This design comes from an exercise in tuning for small area, a short achievable clock period and few clock cycles on the open sky130 flow, not from production work.
Function was checked by simulation only, so behaviour that the tests miss may differ from the original.
Power figures rest on the tool's default switching activity, not on a simulated workload.

==> design/flow/design.v <==
module isa_core (
    input  wire         clk,
    input  wire         rst,
    output reg          mem_req,
    output reg          mem_we,
    output reg  [15:0]  mem_addr,
    output reg  [15:0]  mem_wdata,
    input  wire [15:0]  mem_rdata,
    input  wire         mem_ready,
    input  wire         bp_we,
    input  wire [1:0]   bp_idx,
    input  wire         bp_valid,
    input  wire [17:0]  bp_addr,
    output wire         halted,
    output wire         bp_hit,
    output wire [17:0]  pc,
    output wire         flag_z,
    output wire         flag_n,
    output wire         flag_c,
    output wire [31:0]  icount,
    output wire [127:0] regs
);
    localparam [1:0] S_FETCH = 2'd0,
                     S_EXEC  = 2'd1,
                     S_MEM   = 2'd2;
    localparam [3:0] OP_NOP   = 4'h0,
                     OP_ADD   = 4'h1,
                     OP_SUB   = 4'h2,
                     OP_AND   = 4'h3,
                     OP_OR    = 4'h4,
                     OP_ADDI  = 4'h5,
                     OP_LOAD  = 4'h6,
                     OP_STORE = 4'h7,
                     OP_JMP   = 4'h8,
                     OP_BRZ   = 4'h9,
                     OP_HALT  = 4'hA;
    reg [1:0]  state;
    reg [15:0] ir;
    reg [15:0] ea;
    reg [17:0] pc_r;
    reg        halted_r;
    reg        z_r, n_r, c_r;
    reg [31:0] icount_r;
    reg [15:0] rf [0:7];
    reg        bp_v [0:3];
    reg [17:0] bp_a [0:3];
    integer b;
    always @(posedge clk) begin
        for (b = 0; b < 4; b = b + 1) begin
            if (bp_we) begin
                if (bp_idx == b[1:0]) begin
                    bp_v[b] <= bp_valid;
                    bp_a[b] <= bp_addr;
                end
            end else if (rst) begin
                bp_v[b] <= 1'b0;
            end
        end
    end
    integer m;
    reg bp_match;
    always @(*) begin
        bp_match = 1'b0;
        for (m = 0; m < 4; m = m + 1)
            if (bp_v[m] && bp_a[m] == pc_r)
                bp_match = 1'b1;
    end
    wire [3:0]  op     = ir[15:12];
    wire [2:0]  rd     = ir[11:9];
    wire [2:0]  rs1    = ir[8:6];
    wire [2:0]  rs2    = ir[5:3];
    wire [15:0] imm6   = {{10{ir[5]}}, ir[5:0]};
    wire [17:0] off10  = {{8{ir[9]}}, ir[9:0]};
    wire [15:0] a_val  = rf[rs1];
    wire [15:0] b_val  = rf[rs2];
    wire [15:0] d_val  = rf[rd];
    wire [15:0] sum    = a_val + b_val;
    wire [15:0] diff   = a_val - b_val;
    wire [15:0] sum_i  = a_val + imm6;      
    reg  [15:0] alu_r;
    always @(*) begin
        case (op)
            OP_ADD:  alu_r = sum;
            OP_SUB:  alu_r = diff;
            OP_AND:  alu_r = a_val & b_val;
            OP_OR:   alu_r = a_val | b_val;
            default: alu_r = sum_i;
        endcase
    end
    wire is_alu    = (op >= OP_ADD) && (op <= OP_ADDI);
    wire is_mem    = (op == OP_LOAD) || (op == OP_STORE);
    wire [17:0] pc_next = pc_r + 18'd2;
    wire [17:0] pc_rel  = pc_r + off10;
    wire        pc_ok   = (pc_r[17:16] == 2'b00) && (pc_r[15:0] != 16'hFFFF);
    always @(*) begin
        mem_req   = 1'b0;
        mem_we    = 1'b0;
        mem_addr  = pc_r[15:0];
        mem_wdata = 16'h0000;
        if (state == S_FETCH) begin
            mem_req = !halted_r && !bp_match && pc_ok;
        end else if (state == S_MEM) begin
            mem_req   = 1'b1;
            mem_we    = (op == OP_STORE);
            mem_addr  = ea;
            mem_wdata = d_val;
        end
    end
    integer i;
    always @(posedge clk) begin
        if (rst) begin
            state    <= S_FETCH;
            ir       <= 16'h0000;
            ea       <= 16'h0000;
            pc_r     <= 18'd0;
            halted_r <= 1'b0;
            z_r      <= 1'b0;
            n_r      <= 1'b0;
            c_r      <= 1'b0;
            icount_r <= 32'd0;
            for (i = 0; i < 8; i = i + 1)
                rf[i] <= 16'h0000;
        end else begin
            case (state)
                S_FETCH: begin
                    if (!halted_r && !bp_match) begin
                        if (!pc_ok) begin
                            halted_r <= 1'b1;
                            pc_r     <= pc_next;
                            icount_r <= icount_r + 32'd1;
                        end else if (mem_ready) begin
                            ir    <= mem_rdata;
                            state <= S_EXEC;
                        end
                    end
                end
                S_EXEC: begin
                    state <= S_FETCH;
                    if (is_alu) begin
                        rf[rd]   <= alu_r;
                        z_r      <= (alu_r == 16'h0000);
                        n_r      <= alu_r[15];
                        if (op == OP_ADD)
                            c_r  <= (sum < a_val);
                        pc_r     <= pc_next;
                        icount_r <= icount_r + 32'd1;
                    end else if (is_mem) begin
                        if (sum_i == 16'hFFFF) begin
                            pc_r     <= pc_next;
                            icount_r <= icount_r + 32'd1;
                        end else begin
                            ea    <= sum_i;
                            state <= S_MEM;
                        end
                    end else if (op == OP_JMP) begin
                        pc_r     <= pc_rel;
                        icount_r <= icount_r + 32'd1;
                    end else if (op == OP_BRZ) begin
                        pc_r     <= z_r ? pc_rel : pc_next;
                        icount_r <= icount_r + 32'd1;
                    end else if (op == OP_HALT) begin
                        halted_r <= 1'b1;
                        icount_r <= icount_r + 32'd1;
                    end else begin
                        pc_r     <= pc_next;
                        icount_r <= icount_r + 32'd1;
                    end
                end
                S_MEM: begin
                    if (mem_ready) begin
                        if (op == OP_LOAD)
                            rf[rd] <= mem_rdata;
                        pc_r     <= pc_next;
                        icount_r <= icount_r + 32'd1;
                        state    <= S_FETCH;
                    end
                end
                default: state <= S_FETCH;
            endcase
        end
    end
    assign halted = halted_r;
    assign bp_hit = (state == S_FETCH) && !halted_r && bp_match;
    assign pc     = pc_r;
    assign flag_z = z_r;
    assign flag_n = n_r;
    assign flag_c = c_r;
    assign icount = icount_r;
    genvar g;
    generate
        for (g = 0; g < 8; g = g + 1) begin : g_regs
            assign regs[16*g +: 16] = rf[g];
        end
    endgenerate
endmodule
==> design/flow/run.sh <==
#!/bin/bash
# synth_recipe.tcl (not shown) runs the flow's synth.tcl, then flattens the netlist and writes it again
# the make line also repeats each setting of config.mk as NAME=value (left out here)
make -C /OpenROAD-flow-scripts/flow DESIGN_CONFIG=/design/flow/config.mk WORK_HOME=/design/flow/orfs CLKGATE_MAP_FILE= SYNTH_SCRIPT=/design/flow/synth_recipe.tcl finish
==> design/flow/config.mk <==
export PLATFORM = sky130hd
export DESIGN_NAME = isa_core
export DESIGN_NICKNAME = isa_core
export VERILOG_FILES = /design/flow/design.v
export SDC_FILE = /design/flow/constraint.sdc
export NUM_CORES = 4
export LEC_CHECK = 0
export CAP_MARGIN = 20
export CORE_MARGIN = 2
export CORE_UTILIZATION = 40
export SLEW_MARGIN = 20
==> design/flow/constraint.sdc <==
create_clock -name core_clock -period 10.0 [get_ports {clk}]
set_input_delay 2.0000 -clock core_clock [delete_from_list [all_inputs] [get_ports {clk}]]
set_output_delay 2.0000 -clock core_clock [all_outputs]
set_load 0.01 [all_outputs]
==> run summary <==
-- sequential cells by signal (all words and copies together) (netlist names), named ones only --
signal,flops
c_r,1
rf,128
z_r,1
halted_r,1
n_r,1
state,2
ea,16
pc_r,18
bp_a,72
icount_r,32
bp_v,4
ir,16
-- final cells by class --
cell class	count	area (µm²)	share of cell area, %
repair buffers	283	2770	11.4
diodes	1	2.50	0.0102
multi-input cells	1485	11400	46.6
clock inverters	20	171	0.702
well taps	672	841	3.44
clock buffers	44	920	3.77
inverters	67	251	1.03
flip-flops and latches	301	8070	33.1
-- how the worst min path moves through the flow --
stage	from	end
floorplan	ea[0]	ea[0]
global placement	icount_r[4]	icount_r[4]
detailed placement	c_r	c_r
CTS	c_r	c_r
global route	c_r	c_r
finish	c_r	c_r
-- critical path, cell delays in order, from the launching register on --
cell      delay [ps]
dfxtp_2          320
buf_4            500
mux4_2           580
mux2i_1          530
inv_1            260
ha_1             470
a21oi_2          290
o211ai_1         220
a22o_1           240
a211oi_1         510
nor4b_1          470
and4_4           390
a31oi_2          400
or4_1            540
a21oi_1          160
-- stage by stage --
stage | cell area (µm²) | instances | worst slack (ps) | total power [mW] | hold WS [ps]
2_1_floorplan | 20200 | 1980 | 5030 | 2.43 | 460
3_3_place_gp | 23300 | 2807 | 4280 | 2.94 | 476
3_5_place_dp | 23300 | 2807 | 4190 | 2.94 | 477
4_1_cts | 24400 | 2871 | 4190 | 4.17 | 489
5_1_grt | 24400 | 2873 | 3680 | 4.36 | 504
6_report | 24400 | 2873 | 4020 | 4.19 | 487
-- routing by layer --
| layer | routed length, µm | share of wire [%] | vias up |
|---|---|---|---|
| li1 | - | - | 7798 |
| met1 | 31500 | 43 | 8694 |
| met2 | 34200 | 46 | 859 |
| met3 | 6000 | 8.1 | 112 |
| met4 | 2060 | 2.8 | 0 |
| met5 | 0 | 0 | - |
-- power by group through the flow --
stage               logic, mW  registers [mW]  clock network (mW)
floorplan               0.977            1.46                   0
global placement         1.46            1.48                   0
detailed placement       1.46            1.48                   0
CTS                      1.47            1.46                1.25
global route             1.61            1.46                1.30
finish                   1.50            1.46                1.23
-- logic make-up (layout without fill, tap and decap cells) --
group	Yosys count	in the layout	synth area share, %
AOI/OAI and AO/OA	368	368	12.5
xor gates and xnor gates	107	107	4.64
adders and majority gates	101	101	6.41
buffers and inverters	194	414	3.92
DFF	301	301	39.9
muxes	191	191	15.4
other	0	1	0
and+or+nand+nor	718	718	17.2
-- placed cells by master, fill, tap and decap left out, types with 61 or more instances in the layout --
master,n
a21oi_1,101
clkdlybuf4s50_1,256
dfxtp_1,94
edfxtp_1,204
ha_1,97
inv_1,67
mux2i_1,91
mux4_2,96
nand2_1,146
nor2_1,279
o21ai_0,61
xnor2_1,67
==> impl_metrics.toml <==
[run_status]
status = "complete, no violations"

[final_layout]
fillers = 4552
drive_above_1_share_pct = 9.95
area_delta_synth_final_pct = 20.9
post-route-util_pct = 48.9
layout.nets = 2315

[timing]
tns_ps = 0
worstMarginPinSlew_ps = 1140
max-slew-margin-rel_pct = 21.9
rsz0062_at_grt = "false"
hold_viol = 0
finalSetupViolations = 0
skew_ps = 25.3
fin_crit_sh_pct = 59.8
min_period_ps = 5980
drv_slew = 0
max_freq_ghz = 0.167

[logic_synthesis]
synth_top_area_share_pct = 30.3
synth.most_common_cell = "nor2_1"
ys_seq_area_share_pct = 39.9
ys_ff_latch = 301
syn_inst = 1980
syn_avg_cell_area_um2 = 10.2
yosys.area.top_type = "edfxtp_1"
synthArstFlopShare_pct = 0
synthFlopType = "edfxtp_1"
ys_types = 89
syn_nets = 2122
yosys-top-cells-count = "nor2_1, edfxtp_1, nand2_1"
syn_area_um2 = 20200
synth_edf_count = 204
yosys-top-cells-area = "edfxtp_1, mux4_2, dfxtp_1"
synth-warning-count = 3

[cts]
cts_sinks = 301
clk_path_buf_depth = 3
cts_max_level = 2
postCtsSetupBuffers = 0
clockRootBuffer = "clkbuf_16"
hold_buffers = 0
clk_pin_slew_ps = 60
cts_buffers = 35
cts_tree = "built"
clk_latency_ps = 560
cts_resized = 0

[drt]
vias_per_cell = 6.08
wl_per_cell_um = 25.7
first_iter_violations = 1755
drcViolationCount = 0
routed-via-count = 17500
dr.pass1.iters = 5
detail-route-antenna-nets = 0
routed_wl_mm = 73.8

[worst_setup_path]
cp-start-kind = "flop"
crit_path_end = "icount_r[31]"
arrival_ps = 6460
critPathRequiredTime_ps = 10480
reg2regPathDepth = 14
rr_endpoint = "icount_r[31]"
end_kind = "flop"
cp_max_fo = 31
r2r_slack_ps = 4020
worstSetupPathType = "reg2reg"

[grt]
grt_start_max_net_pins = 49
grt.met2_usage_pct = 44.3
grtUsageMet3_pct = 3.83
grt_pass1_vias = 16800
grt_overflow = 0
use_met1_pct = 38.6
grt_pass1_wl_mm = 109
grt.busiest_layer = "met2"
antenna_found_initial = 1
track_usage_pct = 27.6

[pwr]
power_density_nw_per_um2 = 172
pwr-share-comb_pct = 35.9
vdd_drop_max_mv = 0.109
switching_power_mw = 1.56
swShare_pct = 37.2
leakagePower_nw = 8.66
p_clk_share_pct = 29.3
p_int_mw = 2.63
seqPwrFrac_pct = 34.8

[worst_hold_path]
holdPathStages = 2
min_path_type = "reg2reg"

[die]
die-area_um2 = 52300
start_util_pct = 40.4
die_height_um = 229
core_area_um2 = 50000
ios = 258
die_w_um = 229
num_rows = 82

[place]
dp_hpwl_mm = 54.1
gp_congestion = 0.969
port_buffers = 257

[run]
maxCapViolations = 0
Testbench counts, summed over its fixed seeds: cycles 126,485.

## re-timing with driven ports
The flow's constraints put no driver on any port. The routed layout listed below was extracted and timed again, unchanged, in two steps.
Step 1 (the two cells are an assumption about what drives the block):
set clk [get_ports {clk}]
set_driving_cell -lib_cell sky130_fd_sc_hd__clkbuf_16 $clk
set_driving_cell -lib_cell sky130_fd_sc_hd__buf_2 [delete_from_list [all_inputs] $clk]
Step 2 also shifts input and output timing later by t, the mid clock arrival at the registers, as if the neighbouring blocks saw the same clock.
a / b / c = ideal / step 1 / step 2; a / b = the first two.
shift t [ns]: 0.609
setup slack, ns: 4.018 / 4.018 / 4.018
worst slew at a driven data input, ns: 0.09
After both steps this run still meets setup and hold. The setup slack of this run moves by 0.000 ns with the drivers and by 0.000 ns with both steps.
